What follows belongs to an exercise in optimizing a design on an open flow for small area, a short achievable clock period and few clock cycles per item; a production flow would make more cautious choices. The RTL was checked by simulation tests, not by an equivalence proof against the original design. Power figures rest on the tool's default switching activity, not on a simulated workload.

<file path="design/flow/flow/run.sh">
#!/bin/bash
# Standard ORFS layout (the standard.sh), with the timing repair steps
# asked to leave a larger setup margin so that they size the design for a
# shorter period than the 10 ns clock requires. Constraints are unchanged.
set -euo pipefail
export SETUP_SLACK_MARGIN=${SETUP_MARGIN_NS:-7}
bash standard.sh > orfs_make.log 2>&1
</file>
<file path="design/flow/standard.sh">
#!/bin/bash
# synth_recipe.tcl (not shown) runs the flow's synth.tcl, then flattens the netlist and writes it again
# the make line also repeats each setting of config.mk as NAME=value (left out here)
make -C /OpenROAD-flow-scripts/flow DESIGN_CONFIG=/design/flow/config.mk WORK_HOME=/design/flow/orfs CLKGATE_MAP_FILE= SYNTH_SCRIPT=/design/flow/synth_recipe.tcl "${@:-finish}"
</file>
<file path="design/flow/config.mk">
export PLATFORM = sky130hd
export DESIGN_NAME = ppc_decode
export DESIGN_NICKNAME = ppc_decode
export VERILOG_FILES = /design/flow/design.v
export SDC_FILE = /design/flow/constraint.sdc
export NUM_CORES = 4
export LEC_CHECK = 0
export CAP_MARGIN = 20
export CORE_MARGIN = 2
export CORE_UTILIZATION = 40
export CTS_CLUSTER_DIAMETER = 80
export CTS_CLUSTER_SIZE = 20
export PLACE_DENSITY = 0.6
export SLEW_MARGIN = 20
export TNS_END_PERCENT = 10
</file>
<file path="design/flow/constraint.sdc">
create_clock -name core_clock -period 10.0 [get_ports {clk}]
set_input_delay 2.0000 -clock core_clock [delete_from_list [all_inputs] [get_ports {clk}]]
set_output_delay 2.0000 -clock core_clock [all_outputs]
set_load 0.01 [all_outputs]
</file>
<file path="design/flow/design.v">
module ppc_decode (
    input  wire         clk,
    input  wire         rst,         
    input  wire         wr_en,
    input  wire [7:0]   wr_addr,
    input  wire [31:0]  wr_data,
    output wire         busy,
    output wire [11:0]  status,
    output wire [31:0]  bits,
    output wire [127:0] fval,
    output wire [9:0]   cmdf
);
    localparam [3:0] R_NONE = 4'd0, R_OK = 4'd1, R_LEN = 4'd2,
                     R_BADDESC = 4'd7, R_BADCMD = 4'd8;
    integer i;
    reg        lock;
    reg [6:0]  rxlen;
    reg [6:0]  d_rawlen;
    reg [5:0]  d_bitlen;
    reg        d_order;
    reg        d_half;
    reg [7:0]  d_sentinel;
    reg        d_st_en;
    reg        d_st_w2;
    reg [5:0]  d_st_pos;
    reg [15:0] d_sab  [0:3];     
    reg        f_en   [0:3];
    reg        f_kind [0:3];
    reg [5:0]  f_start[0:3];
    reg [5:0]  f_end  [0:3];
    reg        e_valid[0:7];
    reg [1:0]  e_field[0:7];
    reg [31:0] e_value[0:7];
    reg [31:0] e_pat  [0:7];
    reg [7:0]  raw    [0:63];
    reg        t_len;            
    reg        t_f  [0:3];       
    reg        t_st;             
    reg        t_e  [0:7];       
    reg [3:0]  res_code;
    reg        res_wenum;
    reg        res_ovalid;
    reg [31:0] bits_r;
    reg [31:0] fval_r [0:3];
    reg [3:0]  present_r;
    reg        sa_r, sb_r;
    reg        busy_r;
    reg        go;               
    reg        ok_r;             
    reg        baddesc_r;        
    reg [31:0] ext_r;            
    reg [3:0]  rem;              
    reg        va_r;             
    reg        hz_r;             
    reg        gohz;             
    reg        a_rev, a_kind, a_en;
    reg [1:0]  a_f;
    reg [4:0]  a_sh, a_wm1;
    reg [7:0]  a_cand;
    reg        vb;
    reg [31:0] y_r;
    reg [4:0]  b_wm1;
    reg [7:0]  b_cand;
    reg        b_num, b_enum;
    reg [3:0]  b_we;
    reg        vc;
    reg [7:0]  m_r;
    reg [31:0] num_r;
    reg        c_enum;
    reg [3:0]  c_we;
    reg [3:0]  st_ab_r;
    assign busy = busy_r;
    reg        cfg_a, cfg_b;     
    wire       cfg_ok = cfg_a & cfg_b;
    function sample;
        input [7:0] m;
        input [7:0] s;
        begin
            sample = ((d_half ? s : m) == d_sentinel);
        end
    endfunction
    function rawlen_ok;
        input [6:0] r;
        begin
            rawlen_ok = !r[0] && r >= 7'd4 && r <= 7'd64;
        end
    endfunction
    wire        wr_nr = wr_en && !busy_r;
    wire        wr    = wr_nr && !rst;
    wire        dwr   = wr_nr && !lock;
    wire [31:0] wd  = rst ? 32'd0 : wr_data;
    wire w_rawlen = dwr && wr_addr == 8'h10;
    wire w_bitlen = dwr && wr_addr == 8'h11;
    wire w_state  = dwr && wr_addr == 8'h1B;
    reg  [3:0] w_fctl;
    reg  [7:0] w_ectl;
    always @(*) begin
        for (i = 0; i < 4; i = i + 1) w_fctl[i] = dwr && wr_addr == 8'h20 + 4 * i;
        for (i = 0; i < 8; i = i + 1) w_ectl[i] = dwr && wr_addr == 8'h30 + 4 * i;
    end
    reg [3:0] ek;                
    always @(*)
        for (i = 0; i < 4; i = i + 1) ek[i] = f_en[i] & f_kind[i];
    always @(posedge clk) begin
        if (rst || w_rawlen) d_rawlen <= wd[6:0];
        if (rst || w_bitlen) d_bitlen <= wd[5:0];
        if (rst || (dwr && wr_addr == 8'h15)) begin d_order <= wd[0]; d_half <= wd[1]; end
        if (rst || (dwr && wr_addr == 8'h16)) d_sentinel <= wd[7:0];
        if (rst || w_state) begin
            d_st_en  <= wd[0];
            d_st_w2  <= wd[1];
            d_st_pos <= wd[13:8];
        end
        for (i = 0; i < 4; i = i + 1) begin
            if (rst || (dwr && wr_addr == 8'h1C + i)) d_sab[i] <= wd[15:0];
            if (rst || w_fctl[i]) begin
                f_en[i]    <= wd[0];
                f_kind[i]  <= wd[1];
                f_start[i] <= wd[13:8];
                f_end[i]   <= wd[21:16];
            end
        end
        for (i = 0; i < 8; i = i + 1) begin
            if (rst || w_ectl[i]) begin
                e_valid[i] <= wd[0];
                e_field[i] <= wd[3:2];
            end
            if (rst || (dwr && wr_addr == 8'h31 + 4 * i)) e_value[i] <= wd;
            if (rst || (dwr && wr_addr == 8'h32 + 4 * i)) e_pat[i]   <= wd;
        end
        if (rst || (wr_nr && wr_addr == 8'h03)) rxlen <= wd[6:0];
        if (rst) lock <= 1'b0;
        else if (wr_nr && wr_addr == 8'h02 && wr_data[0]) lock <= 1'b1;
        for (i = 0; i < 64; i = i + 1)
            if (wr && wr_addr == 8'h80 + i) raw[i] <= wr_data[7:0];
    end
    reg  [5:0] bitlen_m1;        
    reg  [6:0] st_end;           
    reg  [3:0] f_order;          
    always @(posedge clk) begin
        if (rst || w_bitlen) bitlen_m1 <= wd[5:0] - 6'd1;
        if (rst || w_state)  st_end    <= {1'b0, wd[13:8]} + {6'd0, wd[1]};
        for (i = 0; i < 4; i = i + 1)
            if (rst || w_fctl[i]) f_order[i] <= wd[13:8] <= wd[21:16];
    end
    reg       t_len_n, t_st_n;
    reg [3:0] t_f_n;
    reg [7:0] t_e_n;
    always @(*) begin
        t_len_n = t_len;
        if (w_rawlen)
            t_len_n = rawlen_ok(wr_data[6:0]) && d_bitlen <= wr_data[6:1];
        else if (w_bitlen)
            t_len_n = rawlen_ok(d_rawlen) && wr_data[5:0] <= d_rawlen[6:1];
        for (i = 0; i < 4; i = i + 1) begin
            t_f_n[i] = t_f[i];
            if (w_fctl[i])
                t_f_n[i] = !wr_data[0] ||
                           (wr_data[13:8] <= wr_data[21:16] && wr_data[21:16] < d_bitlen);
            else if (w_bitlen)
                t_f_n[i] = !f_en[i] || (f_order[i] && f_end[i] < wr_data[5:0]);
        end
        t_st_n = t_st;
        if (w_state)
            t_st_n = !wr_data[0] ||
                     (wr_data[13:8] < d_bitlen && (!wr_data[1] || wr_data[13:8] < bitlen_m1));
        else if (w_bitlen)
            t_st_n = !d_st_en || st_end < {1'b0, wr_data[5:0]};
        for (i = 0; i < 8; i = i + 1) begin
            t_e_n[i] = t_e[i];
            if (w_ectl[i])
                t_e_n[i] = !wr_data[0] || ek[wr_data[3:2]];
            else if (w_fctl[e_field[i]])
                t_e_n[i] = !e_valid[i] || (wr_data[0] && wr_data[1]);
        end
    end
    always @(posedge clk) begin
        if (rst) begin
            t_len  <= 1'b0;
            t_st   <= 1'b1;
            cfg_a  <= 1'b0;
            cfg_b  <= 1'b1;
            for (i = 0; i < 4; i = i + 1) t_f[i] <= 1'b1;
            for (i = 0; i < 8; i = i + 1) t_e[i] <= 1'b1;
        end else begin
            t_len  <= t_len_n;
            t_st   <= t_st_n;
            cfg_a  <= t_len_n && t_st_n && (&t_f_n);
            cfg_b  <= &t_e_n;
            for (i = 0; i < 4; i = i + 1) t_f[i] <= t_f_n[i];
            for (i = 0; i < 8; i = i + 1) t_e[i] <= t_e_n[i];
        end
    end
    always @(posedge clk) begin
        for (i = 0; i < 32; i = i + 1)
            ext_r[i] <= (i < d_bitlen) && sample(raw[2 * i], raw[2 * i + 1]);
        ok_r      <= lock && cfg_ok && (rxlen == d_rawlen);
        baddesc_r <= !(lock && cfg_ok);
        st_ab_r   <= {sample(d_sab[3][7:0], d_sab[3][15:8]), sample(d_sab[2][7:0], d_sab[2][15:8]),
                      sample(d_sab[1][7:0], d_sab[1][15:8]), sample(d_sab[0][7:0], d_sab[0][15:8])};
    end
    wire [3:0] fen_v  = {f_en[3], f_en[2], f_en[1], f_en[0]};
    wire [3:0] src0   = (fen_v == 4'd0) ? 4'b0001 : fen_v;
    wire [3:0] pk0    = src0 & (~src0 + 4'd1);
    wire [3:0] pk1    = rem & (~rem + 4'd1);
    reg  [1:0] pf0, pf1;
    always @(*) begin
        case (pk0)
            4'b0010: pf0 = 2'd1;
            4'b0100: pf0 = 2'd2;
            4'b1000: pf0 = 2'd3;
            default: pf0 = 2'd0;
        endcase
        case (pk1)
            4'b0010: pf1 = 2'd1;
            4'b0100: pf1 = 2'd2;
            4'b1000: pf1 = 2'd3;
            default: pf1 = 2'd0;
        endcase
    end
    wire [4:0] s0 = f_start[pf0][4:0], e0 = f_end[pf0][4:0];
    wire [4:0] s1 = f_start[pf1][4:0], e1 = f_end[pf1][4:0];
    wire       rev0 = !d_order && !f_kind[pf0];
    wire       rev1 = !d_order && !f_kind[pf1];
    reg  [7:0] cand0, cand1;
    always @(*)
        for (i = 0; i < 8; i = i + 1) begin
            cand0[i] = e_valid[i] && (e_field[i] == pf0);
            cand1[i] = e_valid[i] && (e_field[i] == pf1);
        end
    wire [24:0] ctl0 = {pf0, f_en[pf0], f_kind[pf0], rev0, rev0 ? ~e0 : s0, e0 - s0, cand0};
    wire [24:0] ctl1 = {pf1, f_en[pf1], f_kind[pf1], rev1, rev1 ? ~e1 : s1, e1 - s1, cand1};
    reg [31:0] vin;
    always @(*)
        for (i = 0; i < 32; i = i + 1)
            vin[i] = a_rev ? ext_r[31 - i] : ext_r[i];
    wire [31:0] y = vin >> a_sh;
    reg [31:0] mask;
    always @(*)
        for (i = 0; i < 32; i = i + 1)
            mask[i] = (i <= b_wm1);
    reg [7:0] m;
    always @(*)
        for (i = 0; i < 8; i = i + 1)
            m[i] = b_cand[i] && (((e_pat[i] ^ y_r) & mask) == 32'd0);
    reg [31:0] evsel;
    reg        found;
    always @(*) begin
        evsel = 32'd0;
        found = 1'b0;
        for (i = 0; i < 8; i = i + 1) begin
            if (m_r[i] && !found) evsel = e_value[i];
            found = found | m_r[i];
        end
    end
    wire [31:0] fres = evsel | num_r;
    wire [63:0] st_v  = {32'd0, bits_r} >> d_st_pos;
    wire [1:0]  st_x  = st_v[1:0];
    wire        st_is_a = d_st_w2 ? (st_x == st_ab_r[1:0]) : (st_x[0] == st_ab_r[0]);
    wire        st_is_b = d_st_w2 ? (st_x == st_ab_r[3:2]) : (st_x[0] == st_ab_r[2]);
    wire cmd_wr  = wr_nr && wr_addr == 8'h00;
    wire go_n    = cmd_wr && wr_data == 32'd1;
    wire spec_n  = go_n && !hz_r;           
    wire kill    = go && !ok_r;             
    wire rld     = go && gohz;              
    wire sa_v    = busy_r && va_r && (!go || ok_r);
    wire adv     = (busy_r && !rld) || (wr_en && wr_addr == 8'h00);
    wire va_n    = busy_r ? (rld ? ok_r : (sa_v && (rem != 4'd0))) : (spec_n && (rem != 4'd0));
    wire vb_n    = busy_r ? sa_v : spec_n;
    wire vb_eff  = vb && !kill;
    always @(posedge clk) begin
        if (rst) begin
            busy_r     <= 1'b0;
            go         <= 1'b0;
            gohz       <= 1'b0;
            hz_r       <= 1'b1;
            va_r       <= 1'b0;
            vb         <= 1'b0;
            vc         <= 1'b0;
            res_code   <= R_NONE;
            res_wenum  <= 1'b0;
            res_ovalid <= 1'b0;
        end else begin
            go     <= go_n;
            gohz   <= go_n && hz_r;
            hz_r   <= wr_nr && !(wr_addr == 8'h02 || wr_addr == 8'h03);
            va_r   <= va_n;
            vb     <= vb_n;
            vc     <= vb_eff;
            busy_r <= go_n || va_n || vb_n || vb_eff;
            if (cmd_wr && wr_data != 32'd0 && wr_data != 32'd1) begin
                res_code   <= R_BADCMD;
                res_wenum  <= 1'b0;
                res_ovalid <= 1'b0;
            end
            if (go) begin
                res_wenum <= 1'b0;
                if (baddesc_r) begin
                    res_code   <= R_BADDESC;
                    res_ovalid <= 1'b0;
                end else if (!ok_r) begin
                    res_code   <= R_LEN;
                    res_ovalid <= 1'b0;
                end else begin
                    res_code   <= R_OK;
                    res_ovalid <= 1'b1;
                end
            end else if (vc && c_enum && !found) begin
                res_wenum <= 1'b1;
            end
        end
    end
    always @(posedge clk) begin
        if (!busy_r || sa_v || rld) begin
            rem <= adv ? (rem & ~pk1) : (src0 & ~pk0);
            {a_f, a_en, a_kind, a_rev, a_sh, a_wm1, a_cand} <= adv ? ctl1 : ctl0;
        end
        y_r    <= y;
        b_wm1  <= a_wm1;
        b_cand <= a_en ? a_cand : 8'd0;
        b_num  <= a_en && !a_kind;
        b_enum <= a_en && a_kind;
        for (i = 0; i < 4; i = i + 1)
            b_we[i] <= a_en && (a_f == i);
        for (i = 0; i < 8; i = i + 1) m_r[i] <= vb_eff && m[i];
        num_r  <= (vb_eff && b_num) ? (y_r & mask) : 32'd0;
        c_enum <= vb_eff && b_enum;
        c_we   <= vb_eff ? b_we : 4'd0;
        sa_r <= d_st_en && st_is_a;
        sb_r <= d_st_en && !st_is_a && st_is_b;
        if (go) begin
            bits_r <= ext_r;
        end
        for (i = 0; i < 4; i = i + 1)
            if (go || c_we[i]) begin
                fval_r[i]    <= fres;
                present_r[i] <= !go && (!c_enum || found);
            end
    end
    assign status = {lock, cfg_ok, res_ovalid, res_wenum, 4'hF, res_code};
    assign bits   = bits_r;
    assign fval   = {fval_r[3], fval_r[2], fval_r[1], fval_r[0]};
    assign cmdf   = {sb_r, sa_r, 4'd0, present_r};
endmodule
</file>
==> summary.txt, run 1 <==
GP Congestion - 0.873
vias in the first global route - 37826
Die X - 411 um
wire length per cell - 28.1 um
Seq cells post-synth - 1575
CTS tree - done
synth unique cells - 84
dpl hpwl - 119 mm
largest delay contributor family on the critical path - flip-flops
sequential cell area fraction in the yosys report - 69.0%
First-pass DRT Iterations - 5
Clk pwr share - 31.0%
Clock Pin Slew Worst Setup and Hold Paths - 0.08 ns
CTS H-Tree Depth - 3
Area after DPL - 71200 um2
crit path DAT - 1.39 ns
min-delay src - a_wm1[4]
Worst Hold Class - register to register
PD cells - 176 nW/um2
IO Count - 226
first-pass GRT wire length - 274 mm
CP cell instances - and2_4 -> buf_6
R2R setup slack - 6.62 ns
layout cells sized above 1 - 20.2%
Main synth FF type - edfxtp_1
CP Launch Type - register
Setup CP Type - register to primary output
synth top area cells - edfxtp_1 64%, mux2i_1 5.1%, dfxtp_1 5.0%
maximum fanout along the worst path - 2
Post-synth top cells - 1409 x edfxtp_1, 338 x mux2i_1, 307 x xnor2_1
Max Cap Violations - 0
I/O Buffers - 217
Worst Path Required - 8.00 ns
relative slew slack - 27.6%
largest net degree at the start of global routing - 69
average size of a mapped cell - 15.0 um2
Ys Warns - 14
DR vias - 39899
slowest stage delay, CP - 0.36 ns
maximum VDD drop - 0.149 mV
NumNets Final - 4910
Cells after Synth - 4415
Cell Int Power - 9940 uW
global-route usage over all layers - 22.4%
crit path buf inv count - 1
CP endpoint kind - primary output
status - complete, no violations
R2R cell count - 5
period utilization - 33.9%
leakage - 0.0264 uW
top-count cell post-synth - edfxtp_1
Synth Cell Area - 66200 um2
Post-synth ARST share - 0%
clock latency (worst-skew pair) - 0.78 ns
worst-margin pin slew - 1.08 ns
drt drc - 0
Period minus WS final - 3.39 ns
Hold Crit Depth - 0
EDFF count, synth - 1409
Core ar. - 165000 um2
sequential share of power - 55.4%
Die Ht - 411 um
Net Sw Frac - 26.6%
Final Cell Area - 77100 um2
Hold EP - b_wm1[4]
clk root buf - clkbuf_16
Die Area - 169000 um2
Reg-to-Reg Start - d_sentinel[3]
Max Freq - 295 MHz
# rows - 149
endpoints failing hold - 0
Sw Pwr - 3600 uW
Slew Limit Fails - 0
TNS Setup - 0 ns
antenna violations before repair - 26
vias per cell - 5.65
Layout area overhead - 16.6%
Logic pwr share - 13.6%
RSZ-0062 raised after global routing - yes
Initial Util - 40.2%
clock buffer depth - 3
DRT antenna net count - 0
Routed Wire Length - 198 mm
r2r endpoint - ext_r[26]
top-area cell type share of the netlist area - 64.0%
TritonCTS buffer count - 96
slowest cell on the critical path - dfxtp_2
largest area contributor in the netlist - edfxtp_1
starting DRC count in detailed routing - 4782
Design Power - 13500 uW
Worst Skew - 0.0711 ns
grt total ovfl - 0
Sink Count - 1575
setup violators final - 0
power by group through the flow:
stage	Combinational [uW]	Clock [uW]	Sequential [uW]
final	1840	4200	7510
after global routing	1920	4490	7530
after CTS	1700	4260	7510
after detailed placement	1610	0	7670
after global placement	1600	0	7660
after floorplan	1010	0	7580
worst max-delay path by stage:
stage                endpoint  cells after the start        from  slack, ns
6_report           status[10]                      2       cfg_a       6.61
5_1_grt            raw[61][3]                      5       wr_en       6.57
4_1_cts            status[10]                      2       cfg_a       6.55
3_5_place_dp        a_cand[2]                      7  wr_addr[3]       4.26
3_3_place_gp   e_value[6][16]                      5  wr_addr[3]       4.26
2_1_floorplan           cfg_b                      8  wr_addr[4]       6.18
sequential cells by signal, summed over array words and instances, names as in the netlist, 16 cells and up:
register,cells
num_r,32
d_sab,64
f_start,20
f_end,24
e_pat,256
y_r,32
e_value,256
e_field,16
ext_r,32
raw,512
fval_r,128
bits_r,32
routing by layer:
metal  vias up  GRT usage, %  wire (um)
li1      17398             -          -
met1     20294          31.1      80700
met2      1872          36.4      93400
met3       331          3.94      18200
met4         4          6.19       6110
met5         -             0         23
logic make-up after synthesis:
logic type,Yosys count,synth area share (%)
simple gates,900,6.68
flops,1575,69.0
fa+ha+maj,77,1.48
other cells,2,0.0114
xor+xnor,602,7.97
buf+inv,308,1.96
mux,404,7.11
compound gates,547,5.81
stage by stage:
stage	utilization (%)	worst slack [ns]	hold WS, ns	cells
floorplan	-	6.18	0.323	4421
detailed placement	43.2	4.26	0.330	6695
global placement	43.2	4.26	0.328	6695
global route	46.8	6.57	0.342	7055
CTS	46.2	6.55	0.342	6961
finish	46.8	6.61	0.343	7064
cells in the final DEF, fill, tap and decap left out, types with 63 or more instances in the layout:
master / instances
xnor2_1: 306
edfxtp_1: 1409
mux2i_1: 337
nor2_1: 127
a21oi_1: 80
buf_4: 219
o22ai_1: 82
buf_2: 92
clkbuf_16: 107
ha_1: 63
xor2_1: 295
nand2_1: 253
dfxtp_1: 155
clkbuf_2: 83
cell type report:
cell class / count / area (um2)
fill: 14219 / 87500
sequential: 1575 / 45700
multi-input combinational: 2551 / 21000
timing repair buffer: 503 / 4300
tap: 2189 / 2740
clock buffer: 145 / 2650
clock inverter: 29 / 440
inverter: 61 / 282
antenna: 9 / 22.5
timing repair inverter: 2 / 15.0
what timing repair did:
action                     4_1_cts  5_1_grt
gates cloned                    18       14
pin swaps                       35       56
setup endpoints to repair     2019     1801
gates resized for setup        819      350
buffers inserted                74       78
hold buffers                     0        0
Testbench counts, summed over its fixed seeds: cycles 21,268, decodes 384.
==> inputs of run 2 (changes only) <==
--- a/design/flow/config.mk
+++ b/design/flow/config.mk
@@ -8,8 +8,8 @@
 export CAP_MARGIN = 20
 export CORE_MARGIN = 2
 export CORE_UTILIZATION = 40
-export CTS_CLUSTER_DIAMETER = 80
-export CTS_CLUSTER_SIZE = 20
+export CTS_CLUSTER_DIAMETER = 100
+export CTS_CLUSTER_SIZE = 26
 export PLACE_DENSITY = 0.6
 export SLEW_MARGIN = 20
 export TNS_END_PERCENT = 10
==> summary.txt, run 2 <==
CP Launch Type - register
vias per cell - 5.63
CP cell instances - and2_4 -> buf_6
DR vias - 39342
top-count cell post-synth - edfxtp_1
CP endpoint kind - primary output
Reg-to-Reg Start - d_st_pos[0]
maximum VDD drop - 0.141 mV
Worst Path Required - 8.00 ns
clock buffer depth - 3
PD cells - 168 nW/um2
Hold Crit Depth - 0
Post-synth top cells - 1409 x edfxtp_1, 338 x mux2i_1, 307 x xnor2_1
Slew Limit Fails - 0
Sink Count - 1575
crit path DAT - 1.41 ns
average size of a mapped cell - 15.0 um2
sequential cell area fraction in the yosys report - 69.0%
Initial Util - 40.2%
Max Cap Violations - 0
Die Ht - 411 um
r2r endpoint - sb_r
GP Congestion - 0.873
Design Power - 12800 uW
Setup CP Type - register to primary output
I/O Buffers - 217
EDFF count, synth - 1409
period utilization - 34.1%
cell count after placement - 6695
clock latency (worst-skew pair) - 0.75 ns
Worst Skew - 0.0449 ns
Cells after Synth - 4415
largest area contributor in the netlist - edfxtp_1
Layout area overhead - 15.2%
Clock Pin Slew Worst Setup and Hold Paths - 0.12 ns
drt drc - 0
synth top area cells - edfxtp_1 64%, mux2i_1 5.1%, dfxtp_1 5.0%
RSZ-0062 raised after global routing - yes
synth unique cells - 84
Die Area - 169000 um2
starting DRC count in detailed routing - 4929
Period minus WS final - 3.41 ns
antenna violations before repair - 23
# rows - 149
NumNets Final - 4861
status - complete, no violations
slowest cell on the critical path - dfxtp_2
R2R cell count - 7
most common cell after layout, fill and taps aside - edfxtp_1
Seq cells post-synth - 1575
relative slew slack - 22.0%
Ys Warns - 14
leakage - 0.0259 uW
TNS Setup - 0 ns
Top reg by flops - raw
global-route usage over all layers - 22.2%
top-area cell type share of the netlist area - 64.0%
R2R setup slack - 6.70 ns
Non-Filler Instances - 6982
min-delay src - a_wm1[4]
Worst Hold Class - register to register
DRT antenna net count - 0
largest net degree at the start of global routing - 69
Post-synth ARST share - 0%
slowest stage delay, CP - 0.37 ns
Main synth FF type - edfxtp_1
Hold EP - b_wm1[4]
grt total ovfl - 0
largest delay contributor family on the critical path - flip-flops
clk root buf - clkbuf_16
Core ar. - 165000 um2
first-pass GRT wire length - 272 mm
Die X - 411 um
biggest regs - raw (512), e_pat (256), e_value (256)
layout cells sized above 1 - 16.9%
hold_buf cts - 0
TritonCTS buffer count - 71
Max Freq - 293 MHz
CTS H-Tree Depth - 3
pre-CTS WS - 4.26 ns
dpl hpwl - 119 mm
vias in the first global route - 37409
Synth Cell Area - 66200 um2
CTS tree - done
crit path buf inv count - 1
Routed Wire Length - 197 mm
First-pass DRT Iterations - 5
endpoints failing hold - 0
commonest cells after routing, fill and taps aside - 1409 x edfxtp_1, 338 x mux2i_1, 306 x xnor2_1, 295 x xor2_1, 256 x nand2_1
max reg flops - 512
setup violators final - 0
maximum fanout along the worst path - 2
wire length per cell - 28.2 um
IO Count - 226
worst-margin pin slew - 1.17 ns
worst setup margin - 6.59 ns
-- run 2: cell counts after synthesis --
No cell type changed its count.
-- run 2: how the worst max path moves through the flow --
stage | start | endpoint | slack [ns] | depth (start not counted)
after CTS | cfg_a | status[10] | 6.55 | 2
after detailed placement | wr_addr[3] | a_cand[2] | 4.26 | 7
final | cfg_a | status[10] | 6.59 | 2
after global routing | cfg_a | status[10] | 6.55 | 2
after global placement | wr_addr[3] | e_value[6][16] | 4.26 | 5
after floorplan | wr_addr[4] | cfg_b | 6.18 | 8
-- run 2: layer usage --
layer / track usage [%] / part of all wire [%] / wire length, um / vias up
li1: - / - / - / 17226
met1: 30.8 / 42 / 82200 / 20099
met2: 36.0 / 47 / 93000 / 1720
met3: 3.53 / 8.1 / 16000 / 291
met4: 6.50 / 2.8 / 5500 / 6
met5: 0 / 0.021 / 41 / -
-- run 2: logic make-up (layout without fill, tap and decap cells) --
logic type | count (synthesis) | after routing | share of synthesized area [%]
compound gates | 547 | 547 | 5.81
xor+xnor | 602 | 602 | 7.97
simple gates | 900 | 907 | 6.68
buf+inv | 308 | 671 | 1.96
flops | 1575 | 1575 | 69.0
fa+ha+maj | 77 | 77 | 1.48
other cells | 2 | 10 | 0.0114
mux | 404 | 404 | 7.11
-- run 2: what timing repair did --
item / 4_1_cts / 5_1_grt
endpoints found under the setup margin: 2019 / 1916
gates resized for setup: 604 / 340
gates cloned: 12 / 16
setup buffers: 71 / 61
pin swaps: 30 / 51
-- run 2: final cells by class --
class	count	area [um2]
Clock inverter	11	185
Clock buffer	112	1930
Sequential cell	1575	45600
Fill cell	14289	88400
Tap cell	2189	2740
Inverter	61	287
Multi-Input combinational cell	2545	21000
Antenna cell	2	5.00
Timing Repair Buffer	484	4460
Timing Repair inverter	3	20.0
-- run 2: worst register-to-register path, stage by stage (launching register included) --
cell      delay, ns
edfxtp_1       0.39
buf_12         0.16
mux4_1         0.59
mux4_2         0.48
mux2i_1        0.44
nor2_1         0.24
xor2_1         0.21
a211oi_2       0.61
-- run 2: per-stage QoR --
stage	utilization [%]	cell area (um2)	hold slack, ns
after CTS	45.5	74900	0.354
final	46.3	76200	0.352
after global routing	46.3	76200	0.358
after global placement	43.2	71200	0.328
after detailed placement	43.2	71200	0.330
after floorplan	-	66600	0.323
-- run 2: power by group --
part	total, uW	internal, uW	switching (uW)
registers	7510	7380	134
logic	1810	613	1200
clock network	3460	1380	2080
==> inputs of run 3 (changes only) <==
--- a/design/flow/config.mk
+++ b/design/flow/config.mk
@@ -7,9 +7,9 @@
 export LEC_CHECK = 0
 export CAP_MARGIN = 20
 export CORE_MARGIN = 2
-export CORE_UTILIZATION = 40
+export CORE_UTILIZATION = 55
 export CTS_CLUSTER_DIAMETER = 100
 export CTS_CLUSTER_SIZE = 26
-export PLACE_DENSITY = 0.6
+export PLACE_DENSITY = 0.7
 export SLEW_MARGIN = 20
 export TNS_END_PERCENT = 10
==> summary.txt, run 3 <==
maximum fanout along the worst path - 4
grt total ovfl - 0
max reg flops - 512
top-area cell type share of the netlist area - 64.0%
I/O Buffers - 217
# rows - 127
worst-margin pin slew - 1.27 ns
first-pass GRT wire length - 265 mm
Cells after Synth - 4415
period utilization - 34.3%
setup violators final - 0
antenna violations before repair - 18
Slew Limit Fails - 0
wire length per cell - 29.7 um
Worst Path Required - 10.61 ns
Worst Skew - 0.0525 ns
DRT antenna net count - 0
EDFF count, synth - 1409
commonest cells after routing, fill and taps aside - 1409 x edfxtp_1, 338 x mux2i_1, 307 x xnor2_1, 295 x xor2_1, 256 x nand2_1
leakage - 0.0262 uW
Main synth FF type - edfxtp_1
CTS H-Tree Depth - 3
vias per cell - 6.29
PD cells - 168 nW/um2
Core ar. - 120000 um2
endpoints failing hold - 0
Synth Cell Area - 66200 um2
Die X - 351 um
clock buffer depth - 3
average size of a mapped cell - 15.0 um2
Sink Count - 1575
Seq cells post-synth - 1575
IO Count - 226
drt drc - 0
Post-synth top cells - 1409 x edfxtp_1, 338 x mux2i_1, 307 x xnor2_1
maximum VDD drop - 0.179 mV
Die Ht - 351 um
Max Freq - 292 MHz
NumNets Final - 4856
Worst Hold Class - register to register
top-count cell post-synth - edfxtp_1
Post-synth ARST share - 0%
Setup CP Type - input pin to register
M1 GR Usage - 40.1%
met3 global-route usage - 5.85%
Max Cap Violations - 0
status - complete, no violations
synth unique cells - 84
hold_buf cts - 0
CTS tree - done
Clock Pin Slew Worst Setup and Hold Paths - 0.11 ns
First-pass DRT Iterations - 10
Top Usage Layer GRT - met2
CP Launch Type - input pin
Layout area overhead - 15.2%
GP Congestion - 0.934
clock latency (worst-skew pair) - 0.70 ns
relative slew slack - 14.9%
crit path DAT - 4.04 ns
starting DRC count in detailed routing - 5313
met2 Use GR - 49.0%
DR vias - 40320
global-route usage over all layers - 29.9%
biggest regs - raw (512), e_pat (256), e_value (256)
most common cell after layout, fill and taps aside - edfxtp_1
largest area contributor in the netlist - edfxtp_1
TritonCTS buffer count - 71
Die Area - 123000 um2
Top reg by flops - raw
synth top area cells - edfxtp_1 64%, mux2i_1 5.1%, dfxtp_1 5.0%
cell count after placement - 6102
clk root buf - clkbuf_16
Initial Util - 55.3%
Non-Filler Instances - 6406
TNS Setup - 0 ns
layout cells sized above 1 - 17.1%
Ys Warns - 14
largest net degree at the start of global routing - 104
CP endpoint kind - register
Period minus WS final - 3.43 ns
RSZ-0062 raised after global routing - yes
sequential cell area fraction in the yosys report - 69.0%
dpl hpwl - 114 mm
vias in the first global route - 38683
Routed Wire Length - 190 mm
==> run 3: cell counts after synthesis <==
Identical to the previous run, type by type.
==> run 3: path summary, 6_finish.rpt <==
check	start	to	slack, ns	cells past startpoint
min	a_kind	b_num	0.44	1
min reg2reg	a_kind	b_num	0.44	1
max reg2reg	b_wm1[4]	m_r[0]	6.58	8
max	wr_data[17]	cfg_a	6.57	11
==> run 3: area by class of cell <==
class	instances	area (um2)
tap	1612	2020
timing repair buffer	477	4910
fill	8535	43500
clock buffer	114	1980
antenna	8	20.0
clock inverter	9	151
multi-input combinational	2548	21200
inverter	61	270
sequential	1575	45600
timing repair inverter	2	15.0
==> run 3: power by group <==
part           leakage (uW)  switching, uW  internal (uW)
Sequential           0.0147            153           7380
Clock               0.00102           2010           1430
Combinational        0.0105           1180            615
Total                0.0262           3340           9420
==> run 3: critical path: stages <==
cell      delay (ns)
clkbuf_2        0.23
inv_1           0.07
ha_1            0.31
nor2b_4         0.15
o21bai_4        0.11
a31oi_2         0.11
a21oi_2         0.26
buf_4           0.16
o211a_1         0.20
o211ai_1        0.15
nor4_2          0.29
==> run 3: logic make-up after synthesis <==
| kind of cell | Yosys count | share of synthesized area [%] |
|---|---|---|
| mux | 404 | 7.11 |
| other cells | 2 | 0.0114 |
| fa+ha+maj | 77 | 1.48 |
| compound gates | 547 | 5.81 |
| flops | 1575 | 69.0 |
| simple gates | 900 | 6.68 |
| buf+inv | 308 | 1.96 |
| xor+xnor | 602 | 7.97 |
==> run 3: timing repair <==
item | CTS | global route
endpoints found under the setup margin | 2162 | 1953
buffers inserted | 90 | 49
gates cloned | 23 | 11
resized for setup | 878 | 160
pin swaps | 29 | 44
==> run 3: metal layers <==
layer	part of all wire, %	up-vias	wire, um
met5	0.043	-	81
met4	3.4	12	6450
met3	10	405	19400
met2	48	2300	91300
met1	38	20341	73100
li1	-	17262	-
==> run 3: stage by stage <==
stage	hold slack, ns	total power (uW)	util, %	setup slack [ns]	instance area [um2]
floorplan	0.323	8590	-	6.18	66600
global placement	0.409	9220	58.8	4.25	70400
detailed placement	0.434	9240	58.8	4.37	70400
CTS	0.453	12700	62.6	6.65	74900
global route	0.457	13100	63.7	6.55	76200
finish	0.444	12800	63.7	6.57	76200
==> inputs of run 4 (changes only) <==
==> design/flow/flow/run.sh (replaced) <==
#!/bin/bash
# Standard ORFS layout (the standard.sh), with the timing repair steps
# asked to leave a larger setup margin so that they size the design for a
# shorter period than the 10 ns clock requires. Constraints are unchanged.
set -euo pipefail
export SETUP_SLACK_MARGIN=${SETUP_MARGIN_NS:-6.6}
bash standard.sh > orfs_make.log 2>&1
--- a/design/flow/config.mk
+++ b/design/flow/config.mk
@@ -7,9 +7,9 @@
 export LEC_CHECK = 0
 export CAP_MARGIN = 20
 export CORE_MARGIN = 2
-export CORE_UTILIZATION = 55
-export CTS_CLUSTER_DIAMETER = 100
-export CTS_CLUSTER_SIZE = 26
-export PLACE_DENSITY = 0.7
+export CORE_UTILIZATION = 40
+export CTS_CLUSTER_DIAMETER = 80
+export CTS_CLUSTER_SIZE = 20
+export PLACE_DENSITY = 0.6
 export SLEW_MARGIN = 20
 export TNS_END_PERCENT = 10
==> summary.txt, run 4 <==
clock latency (worst-skew pair) - 0.78 ns
Period minus WS final - 3.55 ns
RSZ-0062 raised after global routing - yes
vias in the first global route - 37132
commonest cells after routing, fill and taps aside - 1409 x edfxtp_1, 338 x mux2i_1, 307 x xnor2_1, 295 x xor2_1, 265 x nand2_1
Die X - 411 um
largest net degree at the start of global routing - 110
first-pass GRT wire length - 268 mm
grt total ovfl - 0
# rows - 149
Cells after Synth - 4415
CP startpoint - cfg_a
GP Congestion - 0.857
clock buffer depth - 3
setup violators final - 0
wire length per cell - 27.6 um
IO Count - 226
Design Power - 13400 uW
antenna violations before repair - 22
DRT antenna net count - 0
DR vias - 38802
largest area contributor in the netlist - edfxtp_1
endpoints failing hold - 0
Synth Cell Area - 66200 um2
dpl hpwl - 119 mm
PD cells - 177 nW/um2
maximum VDD drop - 0.152 mV
Slew Limit Fails - 0
worst-margin pin slew - 1.15 ns
r2r endpoint - m_r[0]
final hold slack - 0.348 ns
First-pass DRT Iterations - 6
Post-Route Utilization - 46.0%
sequential cell area fraction in the yosys report - 69.0%
Sink Count - 1575
CP endpoint kind - primary output
global-route usage over all layers - 21.9%
layout cells sized above 1 - 12.7%
CTS tree - done
leakage - 0.0255 uW
most common cell after layout, fill and taps aside - edfxtp_1
top-area cell type share of the netlist area - 64.0%
FILL cells - 14356
Ys Warns - 14
Core ar. - 165000 um2
period utilization - 35.5%
maximum fanout along the worst path - 2
sequential share of power - 56.2%
average size of a mapped cell - 15.0 um2
EDFF count, synth - 1409
Post-synth ARST share - 0%
Die Area - 169000 um2
Post-synth top cells - 1409 x edfxtp_1, 338 x mux2i_1, 307 x xnor2_1
clk root buf - clkbuf_16
NumNets Final - 4782
Logic pwr share - 12.7%
Worst Skew - 0.0588 ns
Routed Wire Length - 191 mm
CP Capture Point - status[10]
Setup CP Type - register to primary output
drt drc - 0
crit path DAT - 1.55 ns
Max Freq - 282 MHz
Max Cap Violations - 0
max reg flops - 512
Worst Hold Class - register to register
Clock Pin Slew Worst Setup and Hold Paths - 0.08 ns
TNS Setup - 0 ns
status - complete, no violations
CP Launch Type - register
Layout area overhead - 14.4%
worst setup margin - 6.45 ns
TritonCTS buffer count - 95
CTS H-Tree Depth - 3
synth unique cells - 84
Cell Int Power - 9890 uW
starting DRC count in detailed routing - 4291
Main synth FF type - edfxtp_1
biggest regs - raw (512), e_pat (256), e_value (256)
vias per cell - 5.60
Net Sw Frac - 26.3%
Die Ht - 411 um
Sw Pwr - 3530 uW
Top reg by flops - raw
Seq cells post-synth - 1575
R2R setup slack - 6.48 ns
Reg-to-Reg Start - b_wm1[4]
relative slew slack - 22.9%
Clk pwr share - 31.2%
R2R cell count - 8
I/O Buffers - 217
pre-CTS WS - 4.32 ns
synth top area cells - edfxtp_1 64%, mux2i_1 5.1%, dfxtp_1 5.0%
Worst Path Required - 8.00 ns
top-count cell post-synth - edfxtp_1
Initial Util - 40.2%
[run 4: logic make-up after synthesis]
logic type,count (synthesis),share of synthesized area (%)
other cells,2,0.0114
mux,404,7.11
buf+inv,308,1.96
compound gates,547,5.81
fa+ha+maj,77,1.48
flops,1575,69.0
xor+xnor,602,7.97
simple gates,900,6.68
[run 4: through the flow]
step	area, um2	instances
2_1_floorplan	66500	4421
3_3_place_gp	71100	6691
3_5_place_dp	71100	6691
4_1_cts	75000	6889
5_1_grt	75700	6922
6_report	75700	6925
[run 4: final cells by class]
cell class,instances,area (um2),share of cell area [%]
tap,2189,2740,3.62
clock buffer,136,2570,3.40
inverter,61,258,0.340
clock inverter,32,482,0.636
multi-input combinational,2543,20500,27.0
timing repair inverter,1,7.51,0.00992
antenna,3,7.51,0.00992
sequential,1575,45600,60.3
timing repair buffer,385,3530,4.66
[run 4: critical path, stage by stage (launching register included)]
cell	delay (ns)
dfxtp_1	0.34
and2_2	0.22
clkdlybuf4s15_2	0.25
[run 4: power by group through the flow]
stage                     clock network [uW]  logic [uW]  registers (uW)
after floorplan                            0        1010            7580
after global placement                     0        1580            7690
after detailed placement                   0        1590            7690
after CTS                               4260        1630            7540
after global routing                    4480        1780            7560
final                                   4180        1700            7540
[run 4: worst min-delay path by stage]
stage	cells after the start	from	to	slack (ns)
2_1_floorplan	0	a_wm1[0]	b_wm1[0]	0.32
3_3_place_gp	0	a_wm1[3]	b_wm1[3]	0.33
3_5_place_dp	0	a_wm1[3]	b_wm1[3]	0.33
4_1_cts	0	a_wm1[3]	b_wm1[3]	0.35
5_1_grt	0	a_wm1[4]	b_wm1[4]	0.36
6_report	0	a_wm1[4]	b_wm1[4]	0.35
[run 4: layer usage]
metal	track usage (%)	up-vias	share of wire, %
li1	-	17120	-
met1	30.3	19782	42
met2	35.4	1613	47
met3	3.61	277	8.0
met4	6.66	10	3.0
met5	0	-	0.034
[run 4: what timing repair did]
| item | 4_1_cts | 5_1_grt |
|---|---|---|
| pin swaps | 7 | 15 |
| setup buffers | 24 | 26 |
| cloned | 6 | 7 |
| gates resized for setup | 395 | 118 |
| hold buffers | 0 | 0 |
| setup endpoints to repair | 1700 | 1471 |
==> inputs of run 5 (changes only) <==
==> design/flow/flow/run.sh (replaced) <==
#!/bin/bash
# Standard ORFS layout (the standard.sh), with the timing repair steps
# asked to leave a larger setup margin so that they size the design for a
# shorter period than the 10 ns clock requires. Constraints are unchanged.
set -euo pipefail
export SETUP_SLACK_MARGIN=${SETUP_MARGIN_NS:-7}
bash standard.sh > orfs_make.log 2>&1
--- a/design/flow/config.mk
+++ b/design/flow/config.mk
@@ -9,7 +9,7 @@
 export CORE_MARGIN = 2
 export CORE_UTILIZATION = 40
 export CTS_CLUSTER_DIAMETER = 80
-export CTS_CLUSTER_SIZE = 20
+export CTS_CLUSTER_SIZE = 24
 export PLACE_DENSITY = 0.6
 export SLEW_MARGIN = 20
 export TNS_END_PERCENT = 10
==> summary.txt, run 5 <==
status - complete, no violations
Max Freq - 296 MHz
PD cells - 175 nW/um2
TritonCTS buffer count - 87
# rows - 149
TNS Setup - 0 ns
Clock Pin Slew Worst Setup and Hold Paths - 0.09 ns
antenna violations before repair - 23
synth top area cells - edfxtp_1 64%, mux2i_1 5.1%, dfxtp_1 5.0%
sequential cell area fraction in the yosys report - 69.0%
top-count cell post-synth - edfxtp_1
largest net degree at the start of global routing - 69
CTS tree - done
average size of a mapped cell - 15.0 um2
max reg flops - 512
I/O Buffers - 217
clock buffer depth - 3
grt total ovfl - 0
relative slew slack - 20.8%
commonest cells after routing, fill and taps aside - 1409 x edfxtp_1, 337 x mux2i_1, 306 x xnor2_1, 295 x xor2_1, 256 x nand2_1
Period minus WS final - 3.38 ns
vias in the first global route - 37475
endpoints failing hold - 0
most common cell after layout, fill and taps aside - edfxtp_1
Area after DPL - 71200 um2
Synth Cell Area - 66200 um2
Ys Warns - 14
clk root buf - clkbuf_16
DR vias - 39656
Worst Path Required - 8.00 ns
Core ar. - 165000 um2
crit path DAT - 1.38 ns
maximum fanout along the worst path - 2
drt drc - 0
largest area contributor in the netlist - edfxtp_1
Top reg by flops - raw
Post-synth top cells - 1409 x edfxtp_1, 338 x mux2i_1, 307 x xnor2_1
top sig layer - met5
global-route usage over all layers - 22.3%
Non-Filler Instances - 7021
min-delay src - a_wm1[4]
Main synth FF type - edfxtp_1
Setup CP Type - register to primary output
EDFF count, synth - 1409
Final Cell Area - 76900 um2
Slew Limit Fails - 0
Design Power - 13400 uW
Die Ht - 411 um
setup violators final - 0
IO Count - 226
first-pass GRT wire length - 273 mm
worst setup margin - 6.62 ns
Layout area overhead - 16.3%
First-pass DRT Iterations - 6
biggest regs - raw (512), e_pat (256), e_value (256)
wire length per cell - 28.1 um
Die X - 411 um
vias per cell - 5.65
starting DRC count in detailed routing - 4738
Worst Hold Class - register to register
clock latency (worst-skew pair) - 0.77 ns
metal3 WL - 16.2 mm
Post-synth ARST share - 0%
leakage - 0.0264 uW
CP endpoint kind - primary output
Routed Wire Length - 197 mm
pre-CTS WS - 4.26 ns
cell count after placement - 6695
CP Launch Type - register
RSZ-0062 raised after global routing - yes
Cells after Synth - 4415
dpl hpwl - 119 mm
wire length on met2 - 93.1 mm
period utilization - 33.8%
Initial Util - 40.2%
synth unique cells - 84
FILL cells - 14185
Worst Skew - 0.0656 ns
met1 WL - 82.2 mm
Max Cap Violations - 0
DRT antenna net count - 0
GP Congestion - 0.873
worst-margin pin slew - 1.18 ns
layout cells sized above 1 - 19.9%
Seq cells post-synth - 1575
Sink Count - 1575
hold_buf cts - 0
Reg-to-Reg Start - d_st_pos[0]
maximum VDD drop - 0.133 mV
Die Area - 169000 um2
NumNets Final - 4880
CP startpoint - cfg_a
CTS H-Tree Depth - 3
top-area cell type share of the netlist area - 64.0%
==> run 5: cell counts after synthesis <==
Identical to the previous run, type by type.
==> run 5: metrics by stage <==
stage          util, %  hold slack [ns]
6_report          46.7            0.351
5_1_grt           46.7            0.348
4_1_cts           46.2            0.347
3_5_place_dp      43.2            0.330
3_3_place_gp      43.2            0.328
2_1_floorplan        -            0.323
==> run 5: kinds of logic after synthesis <==
logic type,Yosys count,synth area share [%]
flops,1575,69.0
simple gates,900,6.68
xor+xnor,602,7.97
compound gates,547,5.81
mux,404,7.11
buf+inv,308,1.96
fa+ha+maj,77,1.48
other cells,2,0.0114
==> run 5: metal layers <==
layer | up-vias | GRT usage, %
met5 | - | 0
met4 | 12 | 6.24
met3 | 301 | 4.33
met1 | 20199 | 30.9
li1 | 17333 | -
met2 | 1811 | 36.0
==> run 5: final cells by class <==
cell class	count	area, um2	area share [%]
Antenna cell	1	2.50	0.00325
Clock buffer	117	2420	3.14
Clock inverter	43	553	0.719
Inverter	61	282	0.366
Multi-Input combinational cell	2549	21100	27.4
Sequential cell	1575	45700	59.3
Tap cell	2189	2740	3.56
Timing Repair Buffer	485	4190	5.44
Timing Repair inverter	1	7.51	0.00976
==> run 5: path summary, 6_finish.rpt <==
path,end,slack (ns),cells past startpoint
worst max-delay path,status[10],6.62,2
worst min-delay path,b_wm1[4],0.35,0
worst max register to register,sa_r,6.66,7
worst min register to register,b_wm1[4],0.35,0
==> run 5: worst max-delay path, cell delays in order, from the launching register on <==
cell and delay (ns):
dfxtp_2 0.35, and2_4 0.18, buf_6 0.11
==> run 5: repair_timing <==
action / 4_1_cts / 5_1_grt
gates resized for setup: 719 / 385
cloned: 17 / 13
hold endpoints to repair: 0 / 0
pin swaps: 32 / 63
setup endpoints to repair: 2020 / 1738
setup buffers: 72 / 61
==> run 5: report_power, final <==
part	switching (uW)	internal, uW
clock network	2280	1830
logic	1210	616
registers	135	7380
==> inputs of run 6 (changes only) <==
--- a/design/flow/config.mk
+++ b/design/flow/config.mk
@@ -8,6 +8,7 @@
 export CAP_MARGIN = 20
 export CORE_MARGIN = 2
 export CORE_UTILIZATION = 40
+export CTS_BUF_LIST = sky130_fd_sc_hd__clkbuf_8 sky130_fd_sc_hd__clkbuf_16
 export CTS_CLUSTER_DIAMETER = 80
 export CTS_CLUSTER_SIZE = 24
 export PLACE_DENSITY = 0.6
==> summary.txt, run 6 <==
Core ar. - 165000 um2
endpoints failing hold - 0
TNS Setup - 0 ns
crit path buf inv count - 1
maximum VDD drop - 0.133 mV
worst-margin pin slew - 1.21 ns
Setup CP Type - register to primary output
Net Sw Frac - 27.0%
Sw Pwr - 3620 uW
vias in the first global route - 37473
Top reg by flops - raw
Seq cells post-synth - 1575
CTS H-Tree Depth - 3
CP cell instances - and2_4 -> buf_6
I/O Buffers - 217
largest net degree at the start of global routing - 69
commonest cells after routing, fill and taps aside - 1409 x edfxtp_1, 337 x mux2i_1, 306 x xnor2_1, 295 x xor2_1, 256 x nand2_1
clk root buf - clkbuf_16
Hold Crit Depth - 0
largest area contributor in the netlist - edfxtp_1
dpl hpwl - 119 mm
NumNets Final - 4880
drt drc - 0
CTS tree - done
PD cells - 174 nW/um2
cell count after placement - 6695
relative slew slack - 19.0%
TritonCTS buffer count - 87
setup violators final - 0
max reg flops - 512
Cells after Synth - 4415
Post-Route Utilization - 46.7%
GP Congestion - 0.873
synth unique cells - 84
EDFF count, synth - 1409
status - complete, no violations
period utilization - 33.8%
Clock Pin Slew Worst Setup and Hold Paths - 0.09 ns
Die Area - 169000 um2
Post-synth top cells - 1409 x edfxtp_1, 338 x mux2i_1, 307 x xnor2_1
first-pass GRT wire length - 273 mm
R2R cell count - 8
Die X - 411 um
Non-Filler Instances - 7022
slowest stage delay, CP - 0.36 ns
synth top area cells - edfxtp_1 64%, mux2i_1 5.1%, dfxtp_1 5.0%
biggest regs - raw (512), e_pat (256), e_value (256)
global-route usage over all layers - 22.3%
IO Count - 226
Initial Util - 40.2%
Main synth FF type - edfxtp_1
average size of a mapped cell - 15.0 um2
Routed Wire Length - 197 mm
wire length per cell - 28.1 um
leakage - 0.0265 uW
First-pass DRT Iterations - 7
min-delay src - a_wm1[4]
RSZ-0062 raised after global routing - yes
top-count cell post-synth - edfxtp_1
Die Ht - 411 um
Max Cap Violations - 0
CP Launch Type - register
most common cell after layout, fill and taps aside - edfxtp_1
Clk pwr share - 30.4%
Slew Limit Fails - 0
clock buffer depth - 3
Cell Int Power - 9800 uW
Layout area overhead - 16.3%
sequential cell area fraction in the yosys report - 69.0%
Sink Count - 1575
Post-synth ARST share - 0%
sequential share of power - 56.0%
# rows - 149
largest delay contributor family on the critical path - flip-flops
crit path DAT - 1.38 ns
CP endpoint kind - primary output
r2r endpoint - m_r[7]
top-area cell type share of the netlist area - 64.0%
Synth Cell Area - 66200 um2
vias per cell - 5.64
clock latency (worst-skew pair) - 0.77 ns
Hold EP - b_wm1[4]
Ys Warns - 14
Worst Skew - 0.0632 ns
DR vias - 39617
Max Freq - 296 MHz
R2R setup slack - 6.69 ns
grt total ovfl - 0
Reg-to-Reg Start - b_wm1[4]
starting DRC count in detailed routing - 4699
maximum fanout along the worst path - 2
Worst Path Required - 8.00 ns
antenna violations before repair - 23
Logic pwr share - 13.6%
layout cells sized above 1 - 19.9%
Period minus WS final - 3.38 ns
DRT antenna net count - 0
slowest cell on the critical path - dfxtp_2
Worst Hold Class - register to register
==> run 6: cell counts after synthesis <==
No cell type changed its count.
==> run 6: area by class of cell <==
type	instances	area, um2
multi-input combinational	2549	21100
timing repair inverter	1	7.51
clock inverter	66	639
antenna	2	5.00
fill	14184	87700
timing repair buffer	485	4190
tap	2189	2740
clock buffer	94	2330
inverter	61	282
sequential	1575	45700
==> run 6: worst max-delay path by stage <==
stage / start / end / slack, ns / cells past startpoint
global route: cfg_a / status[10] / 6.55 / 2
finish: cfg_a / status[10] / 6.62 / 2
detailed placement: wr_addr[3] / a_cand[2] / 4.26 / 7
global placement: wr_addr[3] / e_value[6][16] / 4.26 / 5
floorplan: wr_addr[4] / cfg_b / 6.18 / 8
CTS: cfg_a / status[10] / 6.55 / 2
==> run 6: repair_timing <==
action	in CTS	in global routing
endpoints found under the setup margin	2020	1738
pin swaps	32	63
gates cloned	17	13
gates resized for setup	719	385
hold buffers	0	0
buffers inserted	72	61
==> run 6: metrics by stage <==
step                      power (uW)  instance area, um2  setup slack, ns  hold slack (ns)
final                          13400               76900             6.62            0.343
after global placement          9260               71200             4.26            0.328
after global routing           13800               76900             6.55            0.348
after CTS                      13400               76100             6.55            0.347
after detailed placement        9280               71200             4.26            0.330
after floorplan                 8590               66600             6.18            0.323
==> run 6: power groups by stage <==
stage	logic [uW]	clock network, uW	registers [uW]
after floorplan	1010	0	7580
after global placement	1600	0	7660
after detailed placement	1610	0	7670
after CTS	1700	4150	7510
after global routing	1910	4390	7530
final	1820	4080	7510
==> run 6: cell families after synthesis <==
| family | count (synthesis) | share of synthesized area (%) |
|---|---|---|
| other cells | 2 | 0.0114 |
| mux | 404 | 7.11 |
| xor+xnor | 602 | 7.97 |
| buf+inv | 308 | 1.96 |
| compound gates | 547 | 5.81 |
| simple gates | 900 | 6.68 |
| fa+ha+maj | 77 | 1.48 |
| flops | 1575 | 69.0 |
==> run 6: layer usage <==
| layer | part of all wire [%] | track usage (%) |
|---|---|---|
| met1 | 41 | 30.9 |
| met2 | 47 | 35.9 |
| met3 | 8.7 | 4.33 |
| met4 | 3.0 | 6.24 |
| met5 | 0.040 | 0 |
==> inputs of run 7 (changes only) <==
--- a/design/flow/design.v
+++ b/design/flow/design.v
@@ -56,11 +56,9 @@
     reg        a_rev, a_kind, a_en;
     reg [1:0]  a_f;
     reg [4:0]  a_sh, a_wm1;
-    reg [7:0]  a_cand;
     reg        vb;
     reg [31:0] y_r;
     reg [4:0]  b_wm1;
-    reg [7:0]  b_cand;
     reg        b_num, b_enum;
     reg [3:0]  b_we;
     reg        vc;
@@ -222,14 +220,8 @@
     wire [4:0] s1 = f_start[pf1][4:0], e1 = f_end[pf1][4:0];
     wire       rev0 = !d_order && !f_kind[pf0];
     wire       rev1 = !d_order && !f_kind[pf1];
-    reg  [7:0] cand0, cand1;
-    always @(*)
-        for (i = 0; i < 8; i = i + 1) begin
-            cand0[i] = e_valid[i] && (e_field[i] == pf0);
-            cand1[i] = e_valid[i] && (e_field[i] == pf1);
-        end
-    wire [24:0] ctl0 = {pf0, f_en[pf0], f_kind[pf0], rev0, rev0 ? ~e0 : s0, e0 - s0, cand0};
-    wire [24:0] ctl1 = {pf1, f_en[pf1], f_kind[pf1], rev1, rev1 ? ~e1 : s1, e1 - s1, cand1};
+    wire [16:0] ctl0 = {pf0, f_en[pf0], f_kind[pf0], rev0, rev0 ? ~e0 : s0, e0 - s0};
+    wire [16:0] ctl1 = {pf1, f_en[pf1], f_kind[pf1], rev1, rev1 ? ~e1 : s1, e1 - s1};
     reg [31:0] vin;
     always @(*)
         for (i = 0; i < 32; i = i + 1)
@@ -242,7 +234,7 @@
     reg [7:0] m;
     always @(*)
         for (i = 0; i < 8; i = i + 1)
-            m[i] = b_cand[i] && (((e_pat[i] ^ y_r) & mask) == 32'd0);
+            m[i] = e_valid[i] && b_we[e_field[i]] && (((e_pat[i] ^ y_r) & mask) == 32'd0);
     reg [31:0] evsel;
     reg        found;
     always @(*) begin
@@ -313,11 +305,10 @@
     always @(posedge clk) begin
         if (!busy_r || sa_v || rld) begin
             rem <= adv ? (rem & ~pk1) : (src0 & ~pk0);
-            {a_f, a_en, a_kind, a_rev, a_sh, a_wm1, a_cand} <= adv ? ctl1 : ctl0;
+            {a_f, a_en, a_kind, a_rev, a_sh, a_wm1} <= adv ? ctl1 : ctl0;
         end
         y_r    <= y;
         b_wm1  <= a_wm1;
-        b_cand <= a_en ? a_cand : 8'd0;
         b_num  <= a_en && !a_kind;
         b_enum <= a_en && a_kind;
         for (i = 0; i < 4; i = i + 1)
==> design/flow/config.mk (replaced) <==
export PLATFORM = sky130hd
export DESIGN_NAME = ppc_decode
export DESIGN_NICKNAME = ppc_decode
export VERILOG_FILES = /design/flow/design.v
export SDC_FILE = /design/flow/constraint.sdc
export NUM_CORES = 4
export LEC_CHECK = 0
export CAP_MARGIN = 20
export CORE_MARGIN = 2
export CORE_UTILIZATION = 40
export CTS_CLUSTER_DIAMETER = 100
export CTS_CLUSTER_SIZE = 26
export PLACE_DENSITY = 0.6
export SLEW_MARGIN = 20
export TNS_END_PERCENT = 0
==> summary.txt, run 7 <==
clk root buf - clkbuf_16
max reg flops - 512
PD cells - 179 nW/um2
clock latency (worst-skew pair) - 0.75 ns
Cells after Synth - 4415
status - complete, no violations
CP Launch Type - input pin
antenna violations before repair - 11
vias in the first global route - 37651
Die X - 410 um
Worst Path Required - 10.70 ns
Reg-to-Reg Start - b_wm1[4]
Die Ht - 410 um
clock buffer depth - 3
Initial Util - 40.4%
Core ar. - 163000 um2
grt total ovfl - 0
Top reg by flops - raw
Logic pwr share - 18.1%
top-count cell post-synth - edfxtp_1
sequential share of power - 56.4%
Ys Warns - 14
wire length per cell - 28.7 um
Sink Count - 1559
DRT antenna net count - 0
maximum VDD drop - 0.147 mV
Max Cap Violations - 0
R2R setup slack - 6.59 ns
met1 WL - 83.2 mm
Seq cells post-synth - 1559
relative slew slack - 22.0%
synth top area cells - edfxtp_1 64%, mux2i_1 5.1%, dfxtp_1 4.8%
CP startpoint - wr_data[4]
Sw Pwr - 3870 uW
crit path DAT - 4.14 ns
Post-synth ARST share - 0%
cell count after placement - 6690
Max Freq - 290 MHz
Cell Int Power - 9600 uW
Worst Skew - 0.0719 ns
largest area contributor in the netlist - edfxtp_1
r2r endpoint - m_r[1]
slowest stage delay, CP - 0.37 ns
most common cell after layout, fill and taps aside - edfxtp_1
Net Sw Frac - 28.7%
worst-margin pin slew - 1.17 ns
CP endpoint kind - register
NumNets Final - 4855
Setup CP Type - input pin to register
Die Area - 168000 um2
vias per cell - 5.73
GP Congestion - 0.943
drt drc - 0
First-pass DRT Iterations - 6
slowest cell on the critical path - o41ai_2
hold_buf cts - 0
starting DRC count in detailed routing - 5135
Worst Hold Class - register to register
wire length on met2 - 91.9 mm
leakage - 0.0265 uW
period utilization - 34.4%
top-area cell type share of the netlist area - 64.0%
metal3 WL - 17.7 mm
Layout area overhead - 14.6%
DR vias - 39858
dpl hpwl - 123 mm
first-pass GRT wire length - 278 mm
synth unique cells - 82
crit-path most repeated cell - a21oi_2
# rows - 148
Area after DPL - 70900 um2
RSZ-0062 raised after global routing - yes
largest net degree at the start of global routing - 72
Routed Wire Length - 200 mm
top sig layer - met5
global-route usage over all layers - 23.0%
CP Capture Point - cfg_a
sequential cell area fraction in the yosys report - 68.8%
Non-Filler Instances - 6952
EDFF count, synth - 1401
Design Power - 13500 uW
CTS tree - done
setup violators final - 0
Clock Pin Slew Worst Setup and Hold Paths - 0.12 ns
TritonCTS buffer count - 71
Clk pwr share - 25.4%
CP cell instances - buf_8 -> buf_16 -> buf_4 -> ha_1 -> and4_4 -> a21oi_2 -> a32oi_2 -> o41ai_2 -> a21oi_2 -> nor4_2 -> and4_1
IO Count - 226
maximum fanout along the worst path - 3
layout cells sized above 1 - 15.0%
FILL cells - 14241
I/O Buffers - 217
Main synth FF type - edfxtp_1
endpoints failing hold - 0
Post-synth top cells - 1401 x edfxtp_1, 338 x mux2i_1, 300 x xnor2_1
commonest cells after routing, fill and taps aside - 1401 x edfxtp_1, 336 x mux2i_1, 300 x xnor2_1, 284 x xor2_1, 218 x nand2_1
CTS H-Tree Depth - 3
TNS Setup - 0 ns
R2R cell count - 9
biggest regs - raw (512), e_pat (256), e_value (256)
average size of a mapped cell - 14.9 um2
Slew Limit Fails - 0
Period minus WS final - 3.44 ns
Synth Cell Area - 65800 um2
Final Cell Area - 75400 um2
[run 7: changes by cell type after synthesis, moves of 11 or more]
cell | before | now
and3_1 | 40 | 28
a21o_1 | 26 | 13
clkbuf_1 | 136 | 121
nor2_1 | 202 | 260
o22ai_1 | 83 | 103
a21oi_1 | 89 | 112
xor2_1 | 295 | 284
mux4_2 | 42 | 56
and2_1 | 25 | 13
o21ai_0 | 69 | 126
buf_2 | 39 | 56
nand2_1 | 296 | 244
a22oi_1 | 52 | 39
[run 7: how the worst min path moves through the flow]
stage,from,endpoint,slack (ns),depth (start not counted)
5_1_grt,a_wm1[3],b_wm1[3],0.37,0
3_3_place_gp,a_wm1[1],b_wm1[1],0.33,0
4_1_cts,a_wm1[2],b_wm1[2],0.35,0
3_5_place_dp,a_wm1[2],b_wm1[2],0.33,0
6_report,a_wm1[2],b_wm1[2],0.35,0
2_1_floorplan,a_wm1[0],b_wm1[0],0.32,0
[run 7: cell type report]
type                    instances  area, um2  share of cell area, %
clock inverters                 8       92.6                  0.123
flip-flops and latches       1559      45200                   60.0
diodes                          3       7.51                0.00996
multi-input cells            2561      20600                   27.4
repair buffers                477       4430                   5.88
well taps                    2175       2720                   3.61
clock buffers                 104       1960                   2.61
inverters                      65        284                  0.377
[run 7: repair_timing]
action,in CTS,in global routing
cloned,16,6
setup buffers,92,32
gates resized for setup,580,104
setup endpoints to repair,1985,1729
pin swaps,33,20
[run 7: critical path, delay by kind of cell]
kind	cells	cell delay [ns]
buffers and inverters	3	0.41
AO/OA/AOI/OAI	4	0.75
adder cells (fa/ha/maj)	1	0.30
AND/OR/NAND/NOR	3	0.67
[run 7: metal layers]
metal  up-vias  global-route usage, %
met2      1973                   36.5
li1      17248                      -
met5         -                      0
met3       330                   4.15
met1     20299                   32.1
met4         8                   6.93
[run 7: kinds of logic after synthesis]
group | share of synthesized area [%]
multiplexers | 7.37
AND/OR/NAND/NOR | 6.34
XOR/XNOR | 7.78
adder cells (fa/ha/maj) | 1.49
AO/OA/AOI/OAI | 6.23
other | 0.0114
buffers and inverters | 2.01
flip-flops | 68.8
[run 7: power by group through the flow]
stage | registers [uW] | clock network [uW] | logic (uW)
2_1_floorplan | 7630 | 0 | 1420
3_3_place_gp | 7750 | 0 | 2220
3_5_place_dp | 7750 | 0 | 2240
4_1_cts | 7600 | 3470 | 2340
5_1_grt | 7620 | 3660 | 2540
6_report | 7600 | 3430 | 2440
[run 7: per-stage QoR]
step	hold WS, ns	setup WS, ns	utilization (%)
3_5_place_dp	0.330	4.73	43.5
5_1_grt	0.372	6.50	46.2
3_3_place_gp	0.329	4.70	43.5
4_1_cts	0.354	6.56	45.8
2_1_floorplan	0.323	5.98	-
6_report	0.351	6.56	46.2
Testbench counts of run 7, summed over its fixed seeds: cycles 21,268, decodes 384.
==> inputs of run 8 (changes only) <==
--- a/design/flow/config.mk
+++ b/design/flow/config.mk
@@ -12,4 +12,4 @@
 export CTS_CLUSTER_SIZE = 26
 export PLACE_DENSITY = 0.6
 export SLEW_MARGIN = 20
-export TNS_END_PERCENT = 0
+export TNS_END_PERCENT = 10
==> summary.txt, run 8 <==
biggest regs - raw (512), e_pat (256), e_value (256)
Slew Limit Fails - 0
largest area contributor in the netlist - edfxtp_1
Ys Warns - 14
layout cells sized above 1 - 18.7%
Worst Path Required - 8.00 ns
IO Count - 226
Die Ht - 410 um
Worst Skew - 0.0596 ns
Seq cells post-synth - 1559
Register Area - 45200 um2
RSZ-0062 raised after global routing - yes
maximum fanout along the worst path - 3
First-pass DRT Iterations - 6
slowest cell on the critical path - edfxtp_1
TNS Setup - 0 ns
vias per cell - 5.73
Post-synth top cells - 1401 x edfxtp_1, 338 x mux2i_1, 300 x xnor2_1
Synth Cell Area - 65800 um2
slowest stage delay, CP - 0.46 ns
CTS H-Tree Depth - 3
CP endpoint kind - primary output
setup violators final - 0
Max Freq - 298 MHz
CP cell instances - buf_2
relative slew slack - 17.9%
average size of a mapped cell - 14.9 um2
Clock Pin Slew Worst Setup and Hold Paths - 0.10 ns
Top reg by flops - raw
Max Cap Violations - 0
period utilization - 33.5%
Layout area overhead - 17.1%
NumNets Final - 4924
Worst Hold Class - register to register
Sink Count - 1559
EDFF count, synth - 1401
starting DRC count in detailed routing - 5071
crit path DAT - 1.35 ns
endpoints failing hold - 0
maximum VDD drop - 0.151 mV
number of cells on the critical path - 1
Die Area - 168000 um2
synth top area cells - edfxtp_1 64%, mux2i_1 5.1%, dfxtp_1 4.8%
r2r endpoint - sa_r
Cells after Synth - 4415
status - complete, no violations
wire length per cell - 28.6 um
FILL cells - 14074
dpl hpwl - 123 mm
Reg-to-Reg Start - d_st_pos[0]
antenna violations before repair - 23
clock latency (worst-skew pair) - 0.72 ns
CP Launch Type - register
TritonCTS buffer count - 72
DR vias - 40279
drt drc - 0
Hold EP - b_wm1[4]
# rows - 148
top-count cell post-synth - edfxtp_1
most common cell after layout, fill and taps aside - edfxtp_1
I/O Buffers - 217
sequential cell area fraction in the yosys report - 68.8%
clock buffer depth - 3
Setup CP Type - register to primary output
grt total ovfl - 0
crit path buf inv count - 1
Die X - 410 um
Main synth FF type - edfxtp_1
top-area cell type share of the netlist area - 64.0%
CTS tree - done
final hold slack - 0.354 ns
Period minus WS final - 3.35 ns
synth unique cells - 82
R2R setup slack - 6.70 ns
global-route usage over all layers - 22.9%
DRT antenna net count - 0
min-delay src - a_wm1[4]
multi-input logic area - 21100 um2
PD cells - 176 nW/um2
leakage - 0.0271 uW
Initial Util - 40.4%
commonest cells after routing, fill and taps aside - 1401 x edfxtp_1, 338 x mux2i_1, 300 x xnor2_1, 284 x xor2_1, 244 x buf_4
worst-margin pin slew - 1.23 ns
Core ar. - 163000 um2
largest delay contributor family on the critical path - flip-flops
Hold Crit Depth - 0
max reg flops - 512
vias in the first global route - 37800
first-pass GRT wire length - 277 mm
Post-synth ARST share - 0%
R2R cell count - 8
largest net degree at the start of global routing - 67
hold_buf cts - 0
GP Congestion - 0.915
Routed Wire Length - 201 mm
clk root buf - clkbuf_16
==> run 8: how the worst max path moves through the flow <==
stage               start             end  slack [ns]
2_1_floorplan         rst      f_order[0]        5.98
3_3_place_gp   wr_addr[2]  e_value[4][13]        4.10
3_5_place_dp   wr_addr[2]   e_value[4][1]        4.07
4_1_cts        bits_r[10]        bits[10]        6.56
5_1_grt        bits_r[20]        bits[20]        6.59
6_report       bits_r[11]        bits[11]        6.65
==> run 8: area by class of cell <==
class                   count  area share, %
flip-flops and latches   1559           58.8
multi-input cells        2556           27.4
repair buffers            549           7.13
well taps                2175           3.53
clock buffers             106           2.56
inverters                  65          0.403
clock inverters            11          0.162
diodes                      6         0.0195
repair inverters            1         0.0114
==> run 8: timing repair <==
item	4_1_cts	5_1_grt
pin swaps	52	69
endpoints found under the setup margin	1961	1678
buffers inserted	87	106
cloned	17	13
gates resized for setup	674	369
==> run 8: logic make-up (layout without fill, tap and decap cells) <==
group / Yosys count / in the layout / share of synthesized area, %
multiplexers: 411 / 411 / 7.37
XOR/XNOR: 584 / 584 / 7.78
buffers and inverters: 313 / 732 / 2.01
other: 2 / 14 / 0.0114
AO/OA/AOI/OAI: 609 / 612 / 6.23
adder cells (fa/ha/maj): 77 / 77 / 1.49
AND/OR/NAND/NOR: 860 / 864 / 6.34
flip-flops: 1559 / 1559 / 68.8
==> run 8: per-stage QoR <==
stage / worst slack, ns / utilization, % / total power [uW] / instance area [um2] / cells
after global routing: 6.59 / 47.2 / 13900 / 77000 / 7023
after detailed placement: 4.07 / 43.5 / 9950 / 70900 / 6682
after floorplan: 5.98 / - / 9050 / 66100 / 4421
after global placement: 4.10 / 43.5 / 9930 / 70800 / 6679
final: 6.65 / 47.3 / 13500 / 77000 / 7028
after CTS: 6.56 / 46.1 / 13400 / 75200 / 6903
==> run 8: where the power goes <==
| part | switching, uW | internal, uW |
|---|---|---|
| registers | 204 | 7400 |
| logic | 1630 | 876 |
| clock network | 2030 | 1410 |
==> run 8: metal layers <==
| layer | vias up | wire length [um] | track usage [%] |
|---|---|---|---|
| li1 | 17403 | - | - |
| met1 | 20453 | 83200 | 32.1 |
| met2 | 2072 | 92500 | 35.9 |
| met3 | 345 | 18500 | 4.37 |
| met4 | 6 | 6610 | 7.29 |
| met5 | - | 34 | 0 |

Re-timed with assumed drivers on the ports (clkbuf_16 on the clock, buf_2 on other inputs), run 8 has 6.567 ns of setup slack against 6.650 ns with ideal ports, and 5.869 ns once port delays also move by the mid clock arrival of 0.778 ns.
